Context: an optimization exercise on an open-source flow, tuned for small area. The choices shown serve that exercise and are no tape-out recipe. Only simulation tests tie the RTL to the original design; equivalence was not proved.

== job 102 ==
## hmmm_core
module hmmm_core (
    input  wire        clk,
    input  wire        rst,
    input  wire [8:0]  code_size,
    output wire        imem_req,
    output wire [7:0]  imem_addr,
    input  wire        imem_ready,
    input  wire [15:0] imem_rdata,
    output wire        dmem_req,
    output wire        dmem_we,
    output wire [7:0]  dmem_addr,
    output wire [15:0] dmem_wdata,
    input  wire        dmem_ready,
    input  wire [15:0] dmem_rdata,
    output wire        in_req,
    input  wire        in_valid,
    input  wire        in_abort,
    input  wire [15:0] in_data,
    output wire        out_valid,
    output wire [15:0] out_data,
    output wire [1:0]  status,
    output wire [2:0]  cause,
    output wire [7:0]  lpc,
    input  wire [3:0]  dbg_addr,
    output wire [15:0] dbg_data
);
    localparam [4:0] S_CLR  = 5'd0,  S_FETCH = 5'd1,  S_IRLD = 5'd2,  S_EXEC = 5'd3,
  ...
Size in the first run: about 1200 cells after synthesis, roughly 310 flip-flops.
export LEC_CHECK = 0
export CAP_MARGIN = 0
export CORE_MARGIN = 2
export CORE_UTILIZATION = 50
export PLACE_DENSITY = 0.65
export SLEW_MARGIN = 0
export SYNTH_HIERARCHICAL = 1
export SYNTH_MINIMUM_KEEP_SIZE = 0
create_clock -name core_clock -period 11.0 [get_ports {clk}]
standard.sh (not shown) runs the stock make flow with config.mk's settings and CLKGATE_MAP_FILE= SYNTH_SCRIPT=/design/flow/synth_recipe.tcl, a recipe that flattens the netlist after the stock synthesis.
==> flow/flow/run.sh <==
#!/bin/bash
# The standard layout (standard.sh) with three changes to how it is built:
# abc maps the logic with an area-oriented script (flow/synth.tcl, flow/area.abc),
# the port buffers are the smallest buffer cell, and clock tree synthesis uses
# clkbuf_8 with sink clusters of up to 20 and no dummy loads.
set -euo pipefail
W=$(pwd)
export MY_WORK=$W
export MY_ABC_SCRIPT=$W/flow/area.abc
export BUFFER_PORTS_ARGS="-buffer_cell sky130_fd_sc_hd__buf_1"
export CTS_ARGS="-sink_clustering_enable -repair_clock_nets -dont_use_dummy_load -sink_clustering_size 20 -sink_clustering_max_diameter 50 -buf_list {sky130_fd_sc_hd__clkbuf_8}"
sed "s#SYNTH_SCRIPT=[^ ]*#SYNTH_SCRIPT=$W/flow/synth.tcl#" standard.sh > my_standard.sh
grep -q "SYNTH_SCRIPT=$W/flow/synth.tcl" my_standard.sh
bash my_standard.sh > standard.log 2>&1
==> flow/flow/area.abc <==
&get -n
&st
&dch
&nf -p -R 1000
&put
==> flow/flow/synth.tcl <==
# The standard flow's synthesis script (synth_recipe.tcl), with abc mapping the logic by
# the area-oriented script flow/area.abc instead of ORFS's speed script.
proc abc {args} {
  set i [lsearch -exact $args -script]
  if {$i >= 0} { lset args [expr {$i + 1}] $::env(MY_ABC_SCRIPT) }
  yosys abc {*}$args
}
source [file join $::env(MY_WORK) synth_recipe.tcl]
Setup changes, job 102 to job 103
# job 102
export LEC_CHECK = 0
export CAP_MARGIN = 0
export CORE_MARGIN = 2
export CORE_UTILIZATION = 50
export PLACE_DENSITY = 0.65
export SLEW_MARGIN = 0
export SYNTH_HIERARCHICAL = 1
export SYNTH_MINIMUM_KEEP_SIZE = 0
create_clock -name core_clock -period 11.0 [get_ports {clk}]
# job 103
export LEC_CHECK = 0
export CAP_MARGIN = 20
export CORE_MARGIN = 2
export CORE_UTILIZATION = 50
export PLACE_DENSITY = 0.65
export SLEW_MARGIN = 20
export SYNTH_HIERARCHICAL = 1
export SYNTH_MINIMUM_KEEP_SIZE = 0
create_clock -name core_clock -period 11.0 [get_ports {clk}]
--- a/flow/flow/run.sh
+++ b/flow/flow/run.sh
@@ -5 +5 @@
-# clkbuf_8 with sink clusters of up to 20 and no dummy loads.
+# clkbuf_8 with sink clusters of up to 20 (70 um across) and no dummy loads.
@@ -11 +11 @@
-export CTS_ARGS="-sink_clustering_enable -repair_clock_nets -dont_use_dummy_load -sink_clustering_size 20 -sink_clustering_max_diameter 50 -buf_list {sky130_fd_sc_hd__clkbuf_8}"
+export CTS_ARGS="-sink_clustering_enable -repair_clock_nets -dont_use_dummy_load -sink_clustering_size 20 -sink_clustering_max_diameter 70 -buf_list {sky130_fd_sc_hd__clkbuf_8}"
==> flow/flow/area.abc <==
strash
ifraig
scorr
dc2
strash
&get -n
&st
&dch -f
&nf -p -R 1000
&put
Findings:
Job 103 reports a higher worst hold slack than job 102 does. In job 103 the critical path depth turned out 1 higher than in job 102. Job 103: largest driver fanout on the critical path is 1 higher than what job 102 reported.

-- re-timing with driven ports --
How much do the figures lean on ideal ports? The routed layouts below were timed once more, with nothing changed but the port constraints.
Step 1 sets driving cells, clkbuf_16 on the clock port and buf_2 on the other inputs (assumed; they add their load-dependent delay and slew).
Step 2 moves the port delays by t, midway between the first and last clock arrival at a register: inputs arrive t later, outputs are due t later. That takes back most of the time a late clock gives input paths.
a / b / c = no drivers / after step 1 / after step 2; a / b = the first two.
run	shift t [ns]	setup slack, ns	worst setup path after step 2	slew at the worst register clock pin (ns)	worst slew at a driven data input, ns
job 102	0.603	1.121 / 1.130 / 0.537	input to register	0.12 / 0.12	0.04
job 103	0.575	0.827 / 0.851 / 0.276	input to register	0.12 / 0.12	0.04
After both steps every run listed still meets setup and hold. For job 102, which loses most, drivers alone change the setup slack by +0.009 ns; drivers and shift together by -0.584 ns.
